This design comes from an exercise in tuning for small area, a short achievable clock period and few clock cycles on the open sky130 flow, not from production work.
At most, simulation tests tie the RTL to the original design; equivalence was not proved.
Power figures rest on the tool's default switching activity, not on a simulated workload.

Setup of birch:
==> flow/design.v <==
module soul_va (
    input  wire         clk,
    input  wire         rst,         
    input  wire         cmd_valid,
    output wire         cmd_ready,
    input  wire [127:0] cmd,
    output reg          rsp_valid,
    output wire [127:0] rsp
);
    localparam NV = 8;
    integer i, j;
    reg [15:0]      slot_ch   [0:NV-1];
    reg [31:0]      slot_note [0:NV-1];
    reg [NV-1:0]    fresh_q;
    reg [NV-1:0]    zero_q;          
    reg [NV-1:0]    active_q;
    reg             all_active_q;    
    reg [NV*NV-1:0] older_q;         
    reg [NV-1:0]    oldest_q;        
    reg          in_v_q;
    reg  [2:0]   in_op_q;        
    reg          in_on_q;        
    reg          in_off_q;       
    reg          in_a0_q;        
    reg  [15:0]  in_ch_q;
    reg  [31:0]  in_a_q;
    reg  [31:0]  in_b_q;
    reg          in_nan_q;       
    reg  [NV-1:0] pc_ch_q;       
    reg  [NV-1:0] pc_lo_q;       
    reg  [NV-1:0] pc_hi_q;       
    reg          stolen_q;       
    reg          ready_q;
    reg  [2:0]   rsp_kind_q;
    reg  [2:0]   rsp_port_q;
    reg  [15:0]  rsp_ch_q;
    reg  [31:0]  rsp_a_q;
    reg  [31:0]  rsp_b_q;
    reg  [NV-1:0] pend_q;
    reg          free_q;         
    assign cmd_ready = ready_q;
    assign rsp = {5'b10010, rsp_kind_q, 5'd0, rsp_port_q, rsp_ch_q, rsp_a_q, rsp_b_q, 32'd0};
    function many8(input [NV-1:0] x);    
        reg seen;
        integer n;
        begin
            seen  = 1'b0;
            many8 = 1'b0;
            for (n = 0; n < NV; n = n + 1) begin
                many8 = many8 | (seen & x[n]);
                seen  = seen | x[n];
            end
        end
    endfunction
    function [2:0] pe8(input [NV-1:0] x);
        pe8 = x[0] ? 3'd0 : x[1] ? 3'd1 : x[2] ? 3'd2 : x[3] ? 3'd3 :
              x[4] ? 3'd4 : x[5] ? 3'd5 : x[6] ? 3'd6 : 3'd7;
    endfunction
    function [2:0] enc8(input [NV-1:0] oh);
        enc8 = {|oh[7:4], oh[7] | oh[6] | oh[3] | oh[2], oh[7] | oh[5] | oh[3] | oh[1]};
    endfunction
    wire [7:0]  cmd_op  = cmd[127:120];
    wire [15:0] cmd_ch  = cmd[111:96];
    wire [31:0] cmd_a   = cmd[95:64];
    wire [31:0] cmd_b   = cmd[63:32];
    wire cmd_va     = (cmd_op[7:3] == 5'b00010) && (cmd_op[2:0] <= 3'd4);
    wire cmd_noteon = (cmd_op == 8'h10);
    wire cmd_a0     = (cmd_a[30:0] == 31'd0);
    wire is_on  = in_on_q;
    wire is_off = in_off_q;
    wire [NV-1:0] hits = pc_ch_q & ~({NV{is_off}} & ~(pc_lo_q & pc_hi_q & {NV{!in_nan_q}}));
    wire          any_hit   = |hits;
    wire [NV-1:0] hits_rest = hits & ~(hits & (~hits + 1'b1));
    wire [NV-1:0] pend_rest = pend_q & ~(pend_q & (~pend_q + 1'b1));
    wire          hits_many = many8(hits);
    wire          pend_many = many8(pend_q);
    wire one_free   = (active_q == 8'b01111111) || (active_q == 8'b10111111) ||
                      (active_q == 8'b11011111) || (active_q == 8'b11101111) ||
                      (active_q == 8'b11110111) || (active_q == 8'b11111011) ||
                      (active_q == 8'b11111101) || (active_q == 8'b11111110);
    wire steal      = is_on && all_active_q && !stolen_q;      
    wire go_on      = in_v_q && is_on && free_q && !steal;     
    wire go_off     = in_v_q && is_off && free_q;              
    wire load_steal = in_v_q && free_q && steal;
    wire fw_ch = (cmd_ch == in_ch_q);
    wire fw_lo = (cmd_a[15:0] == in_a_q[15:0]);
    wire fw_hi = (cmd_a[30:16] == in_a_q[30:16]) && (in_a0_q || (cmd_a[31] == in_a_q[31]));
    reg [NV-1:0] cmd_pc_ch, cmd_pc_lo, cmd_pc_hi;
    always @* begin
        for (i = 0; i < NV; i = i + 1) begin
            if (go_on && oldest_q[i]) begin
                cmd_pc_ch[i] = fw_ch;
                cmd_pc_lo[i] = fw_lo;
                cmd_pc_hi[i] = fw_hi;
            end else if (fresh_q[i]) begin
                cmd_pc_ch[i] = (cmd_ch == 16'd0);
                cmd_pc_lo[i] = cmd_a0;
                cmd_pc_hi[i] = 1'b1;
            end else begin
                cmd_pc_ch[i] = (cmd_ch == slot_ch[i]);
                cmd_pc_lo[i] = (cmd_a[15:0] == slot_note[i][15:0]);
                cmd_pc_hi[i] = (cmd_a[30:16] == slot_note[i][30:16]) &&
                               (zero_q[i] || (cmd_a[31] == slot_note[i][31]));
            end
        end
    end
    reg [15:0] vic_ch;
    reg [31:0] vic_note;
    always @* begin
        vic_ch   = 16'd0;
        vic_note = 32'd0;
        for (i = 0; i < NV; i = i + 1) begin
            vic_ch   = vic_ch   | ({16{oldest_q[i]}} & slot_ch[i]);
            vic_note = vic_note | ({32{oldest_q[i]}} & slot_note[i]);
        end
    end
    function older(input integer a, input integer b);    
        older = (a < b) ? older_q[a*NV+b] : !older_q[b*NV+a];
    endfunction
    wire          any_miss = !any_hit;
    wire [NV-1:0] hit_low  = hits & (~hits + 1'b1);
    reg  [NV-1:0] second, off_oldest;
    reg           rest_active;
    always @* begin
        for (i = 0; i < NV; i = i + 1) begin
            second[i] = !oldest_q[i];
            for (j = 0; j < NV; j = j + 1)
                if (j != i) second[i] = second[i] & (older(i, j) || oldest_q[j]);
        end
        rest_active = 1'b1;
        for (j = 0; j < NV; j = j + 1)
            rest_active = rest_active & (active_q[j] || hits[j]);
        for (i = 0; i < NV; i = i + 1) begin
            off_oldest[i] = !active_q[i] || any_miss;
            for (j = 0; j < NV; j = j + 1)
                if (j != i) off_oldest[i] = off_oldest[i] & (older(i, j) || hits[j]);
            off_oldest[i] = hits[i] ? (hit_low[i] && rest_active) : off_oldest[i];
        end
    end
    reg [NV*NV-1:0] older_d;
    wire [NV-1:0]   oldest_d = go_on ? second : go_off ? off_oldest : oldest_q;
    always @* begin
        older_d = older_q;
        for (i = 0; i < NV; i = i + 1)
            for (j = i + 1; j < NV; j = j + 1) begin
                if (go_on) begin
                    if (oldest_q[i])      older_d[i*NV+j] = 1'b0;
                    else if (oldest_q[j]) older_d[i*NV+j] = 1'b1;
                end else if (go_off) begin
                    if (hits[i] && hits[j]) older_d[i*NV+j] = 1'b1;
                    else if (hits[i])       older_d[i*NV+j] = active_q[j];
                    else if (hits[j])       older_d[i*NV+j] = !active_q[i];
                end
            end
    end
    wire take      = ready_q && cmd_valid;
    wire consume   = is_on ? (free_q && !steal) : (free_q || !any_hit);
    wire in_v_d    = take ? cmd_va : (in_v_q && !consume);
    wire stolen_d  = !take && (load_steal || (stolen_q && !go_on));
    wire free_d    = free_q ? (!in_v_q || is_on || !hits_many) : !pend_many;
    wire all_act_d = go_on ? (all_active_q || one_free) :
                     go_off ? (all_active_q && !any_hit) : all_active_q;
    wire ready_d   = take ? (!cmd_va || (free_d && !(cmd_noteon && all_act_d)))
                          : (!in_v_q || consume ||
                             (is_on ? (load_steal || (free_d && !(all_active_q && !stolen_q)))
                                    : free_d));
    always @(posedge clk) begin
        if (ready_q) begin
            in_op_q  <= cmd_op[2:0];
            in_on_q  <= (cmd_op[2:0] == 3'd0);
            in_off_q <= (cmd_op[2:0] == 3'd1);
            in_a0_q  <= cmd_a0;
            in_ch_q  <= cmd_ch;
            in_a_q   <= cmd_a;
            in_b_q   <= cmd_b;
            in_nan_q <= (&cmd_a[30:23]) && (|cmd_a[22:0]);
            pc_ch_q  <= cmd_pc_ch;
            pc_lo_q  <= cmd_pc_lo;
            pc_hi_q  <= cmd_pc_hi;
        end
        if (free_q) begin
            rsp_ch_q   <= steal ? vic_ch   : in_ch_q;
            rsp_a_q    <= steal ? vic_note : in_a_q;
            rsp_kind_q <= steal ? 3'd1 : in_op_q;
        end
        rsp_b_q    <= (free_q && is_on && !steal) ? in_b_q : 32'd0;
        rsp_port_q <= free_q ? (is_on ? enc8(oldest_q) : pe8(hits)) : pe8(pend_q);
        for (i = 0; i < NV; i = i + 1) begin
            if (go_on && oldest_q[i]) begin
                slot_ch[i]   <= in_ch_q;
                slot_note[i] <= in_a_q;
                zero_q[i]    <= in_a0_q;
            end
        end
        if (rst) begin
            in_v_q       <= 1'b0;
            stolen_q     <= 1'b0;
            ready_q      <= 1'b1;
            rsp_valid    <= 1'b0;
            pend_q       <= {NV{1'b0}};
            free_q       <= 1'b1;
            active_q     <= {NV{1'b0}};
            all_active_q <= 1'b0;
            fresh_q      <= {NV{1'b1}};
            oldest_q     <= {{(NV-1){1'b0}}, 1'b1};
            for (i = 0; i < NV; i = i + 1)
                for (j = 0; j < NV; j = j + 1)
                    older_q[i*NV+j] <= (i < j);
        end else begin
            in_v_q       <= in_v_d;
            stolen_q     <= stolen_d;
            ready_q      <= ready_d;
            rsp_valid    <= !free_q || (in_v_q && (is_on || any_hit));
            pend_q       <= free_q ? ({NV{in_v_q && !is_on}} & hits_rest) : pend_rest;
            free_q       <= free_d;
            all_active_q <= all_act_d;
            if (go_on)
                active_q <= active_q | oldest_q;
            else if (go_off)
                active_q <= active_q & ~hits;
            if (go_on)
                fresh_q <= fresh_q & ~oldest_q;
            older_q      <= older_d;
            oldest_q     <= oldest_d;
        end
    end
endmodule
export LEC_CHECK = 0
export ABC_CLOCK_PERIOD_IN_PS = 1500
export CAP_MARGIN = 20
export CORE_MARGIN = 2
export CORE_UTILIZATION = 70
export CTS_BUF_LIST = sky130_fd_sc_hd__clkbuf_8 sky130_fd_sc_hd__clkbuf_16
export CTS_CLUSTER_DIAMETER = 80
export CTS_CLUSTER_SIZE = 16
export SETUP_SLACK_MARGIN = 3.6
export SLEW_MARGIN = 20
export TNS_END_PERCENT = 100
create_clock -name core_clock -period 6.0 [get_ports {clk}]
standard.sh (not shown) runs the stock make flow with config.mk's settings and CLKGATE_MAP_FILE= SYNTH_SCRIPT=/design/flow/synth_recipe.tcl, a recipe that flattens the netlist after the stock synthesis.
==> flow/flow/run.sh <==
#!/bin/bash
# Layout flow: the standard ORFS flow (standard.sh, unchanged synthesis),
# with the port buffers made of plain buffers (sky130_fd_sc_hd__buf_4)
# instead of the delay cells buffer_ports picks by default. Every port still
# gets its own buffer. The full make output goes to flow_make.log here; each
# ORFS step also keeps its own log under orfs/logs/.
set -euo pipefail
bash standard.sh "BUFFER_PORTS_ARGS=-buffer_cell sky130_fd_sc_hd__buf_4" finish > flow_make.log 2>&1
Inputs modified between birch and maple:
--- a/flow/design.v
+++ b/flow/design.v
@@ -112,35 +112,12 @@
         for (i = 0; i < NV; i = i + 1) begin
             vic_ch   = vic_ch   | ({16{oldest_q[i]}} & slot_ch[i]);
             vic_note = vic_note | ({32{oldest_q[i]}} & slot_note[i]);
         end
     end
-    function older(input integer a, input integer b);    
-        older = (a < b) ? older_q[a*NV+b] : !older_q[b*NV+a];
-    endfunction
-    wire          any_miss = !any_hit;
-    wire [NV-1:0] hit_low  = hits & (~hits + 1'b1);
-    reg  [NV-1:0] second, off_oldest;
-    reg           rest_active;
-    always @* begin
-        for (i = 0; i < NV; i = i + 1) begin
-            second[i] = !oldest_q[i];
-            for (j = 0; j < NV; j = j + 1)
-                if (j != i) second[i] = second[i] & (older(i, j) || oldest_q[j]);
-        end
-        rest_active = 1'b1;
-        for (j = 0; j < NV; j = j + 1)
-            rest_active = rest_active & (active_q[j] || hits[j]);
-        for (i = 0; i < NV; i = i + 1) begin
-            off_oldest[i] = !active_q[i] || any_miss;
-            for (j = 0; j < NV; j = j + 1)
-                if (j != i) off_oldest[i] = off_oldest[i] & (older(i, j) || hits[j]);
-            off_oldest[i] = hits[i] ? (hit_low[i] && rest_active) : off_oldest[i];
-        end
-    end
     reg [NV*NV-1:0] older_d;
-    wire [NV-1:0]   oldest_d = go_on ? second : go_off ? off_oldest : oldest_q;
+    reg [NV-1:0]    oldest_d;
     always @* begin
         older_d = older_q;
         for (i = 0; i < NV; i = i + 1)
             for (j = i + 1; j < NV; j = j + 1) begin
                 if (go_on) begin
@@ -150,10 +127,17 @@
                     if (hits[i] && hits[j]) older_d[i*NV+j] = 1'b1;
                     else if (hits[i])       older_d[i*NV+j] = active_q[j];
                     else if (hits[j])       older_d[i*NV+j] = !active_q[i];
                 end
             end
+        for (i = 0; i < NV; i = i + 1) begin
+            oldest_d[i] = 1'b1;
+            for (j = 0; j < NV; j = j + 1) begin
+                if (j > i) oldest_d[i] = oldest_d[i] & older_d[i*NV+j];
+                if (j < i) oldest_d[i] = oldest_d[i] & !older_d[j*NV+i];
+            end
+        end
     end
     wire take      = ready_q && cmd_valid;
     wire consume   = is_on ? (free_q && !steal) : (free_q || !any_hit);
     wire in_v_d    = take ? cmd_va : (in_v_q && !consume);
     wire stolen_d  = !take && (load_steal || (stolen_q && !go_on));
[summary]
Against birch, maple comes in 54 ps lower on worst-margin pin slew. From birch to maple, number of failing hold endpoints at the final stage did not move at all. Diff birch -> maple: internal power of the cells went up, routed wire length went down, post-place instance area went down. The higher vias per cell came out of maple. On power dissipated by switching net loads, the higher figure sits with maple, not birch. Compared with birch, maple has extra setup slack. [diff] power after layout, maple relative to birch: regression. [compare] base=birch new=maple: via count of the routed design shrank by 4.1%, placed cell count lost about 5.4%, design area went down.
Testbench counts of maple, summed over its fixed seeds: cycles 31,612.
Function not checked in birch: the RTL went through the layout flow alone.

RTL: the design.v shown in full above, as it stands there.
Settings: LEC_CHECK=0, ABC_CLOCK_PERIOD_IN_PS=2500, CAP_MARGIN=20, CORE_MARGIN=2, CORE_UTILIZATION=55, CTS_BUF_LIST=sky130_fd_sc_hd__clkbuf_8 sky130_fd_sc_hd__clkbuf_16, CTS_CLUSTER_DIAMETER=80, CTS_CLUSTER_SIZE=16, SETUP_SLACK_MARGIN=3.6, SLEW_MARGIN=20, TNS_END_PERCENT=100; clock period 6.0 ns.
Scripts as last shown in full above: flow/flow/run.sh
==> next run, changes <==
--- a/flow/design.v
+++ b/flow/design.v
@@ -111,37 +111,14 @@
         vic_note = 32'd0;
         for (i = 0; i < NV; i = i + 1) begin
             vic_ch   = vic_ch   | ({16{oldest_q[i]}} & slot_ch[i]);
             vic_note = vic_note | ({32{oldest_q[i]}} & slot_note[i]);
         end
     end
-    function older(input integer a, input integer b);    
-        older = (a < b) ? older_q[a*NV+b] : !older_q[b*NV+a];
-    endfunction
-    wire          any_miss = !any_hit;
-    wire [NV-1:0] hit_low  = hits & (~hits + 1'b1);
-    reg  [NV-1:0] second, off_oldest;
-    reg           rest_active;
-    always @* begin
-        for (i = 0; i < NV; i = i + 1) begin
-            second[i] = !oldest_q[i];
-            for (j = 0; j < NV; j = j + 1)
-                if (j != i) second[i] = second[i] & (older(i, j) || oldest_q[j]);
-        end
-        rest_active = 1'b1;
-        for (j = 0; j < NV; j = j + 1)
-            rest_active = rest_active & (active_q[j] || hits[j]);
-        for (i = 0; i < NV; i = i + 1) begin
-            off_oldest[i] = !active_q[i] || any_miss;
-            for (j = 0; j < NV; j = j + 1)
-                if (j != i) off_oldest[i] = off_oldest[i] & (older(i, j) || hits[j]);
-            off_oldest[i] = hits[i] ? (hit_low[i] && rest_active) : off_oldest[i];
-        end
-    end
     reg [NV*NV-1:0] older_d;
-    wire [NV-1:0]   oldest_d = go_on ? second : go_off ? off_oldest : oldest_q;
+    reg [NV-1:0]    oldest_d;
     always @* begin
         older_d = older_q;
         for (i = 0; i < NV; i = i + 1)
             for (j = i + 1; j < NV; j = j + 1) begin
                 if (go_on) begin
                     if (oldest_q[i])      older_d[i*NV+j] = 1'b0;
@@ -149,12 +126,19 @@
                 end else if (go_off) begin
                     if (hits[i] && hits[j]) older_d[i*NV+j] = 1'b1;
                     else if (hits[i])       older_d[i*NV+j] = active_q[j];
                     else if (hits[j])       older_d[i*NV+j] = !active_q[i];
                 end
             end
+        for (i = 0; i < NV; i = i + 1) begin
+            oldest_d[i] = 1'b1;
+            for (j = 0; j < NV; j = j + 1) begin
+                if (j > i) oldest_d[i] = oldest_d[i] & older_d[i*NV+j];
+                if (j < i) oldest_d[i] = oldest_d[i] & !older_d[j*NV+i];
+            end
+        end
     end
     wire take      = ready_q && cmd_valid;
     wire consume   = is_on ? (free_q && !steal) : (free_q || !any_hit);
     wire in_v_d    = take ? cmd_va : (in_v_q && !consume);
     wire stolen_d  = !take && (load_steal || (stolen_q && !go_on));
     wire free_d    = free_q ? (!in_v_q || is_on || !hits_many) : !pend_many;
Result:
- The new run finished clean
- setup slack gets better by 0.11 ns
- global-route usage goes down by 0.36 points
- design area barely changes
- critical path depth is unchanged
- non-clock buffer count grows by 25
Testbench counts after the change, summed over its fixed seeds: cycles 31,612.
For the first run of this note, only the layout was checked, not whether the RTL still works.

[re-timing with driven ports]
The flow's constraints put no driver on any port. The routed layouts listed below were extracted and timed again, unchanged, in two steps.
Step 1, drivers: a clkbuf_16 drives clk and a buf_2 each remaining input, both assumed.
Step 2 moves the port delays by t, midway between the first and last clock arrival at a register: inputs arrive t later, outputs are due t later. That takes back most of the time a late clock gives input paths.
a / b / c = no drivers / after step 1 / after step 2; a / b = the first two.
| run | t (ns) | setup slack, ns | worst hold slack (ns) | latest minus earliest clock arrival (ns) | cell pins on the clock port's net |
|---|---|---|---|---|---|
| birch | 0.665 | 3.510 / 3.546 / 2.882 | 0.439 / 0.439 / 0.439 | 0.029 / 0.029 | 1 |
| maple | 0.661 | 3.566 / 3.566 / 2.958 | 0.442 / 0.442 / 0.442 | 0.021 / 0.021 | 1 |
| the first run of note 2 | 0.678 | 3.449 / 3.449 / 2.916 | 0.433 / 0.433 / 0.433 | 0.042 / 0.042 | 1 |
| the second run of note 2 | 0.665 | 3.560 / 3.560 / 2.970 | 0.441 / 0.441 / 0.441 | 0.028 / 0.027 | 1 |
After both steps every run listed still meets setup and hold. The setup slack of birch, which loses most, moves by +0.036 ns with the drivers and by -0.628 ns with both steps.
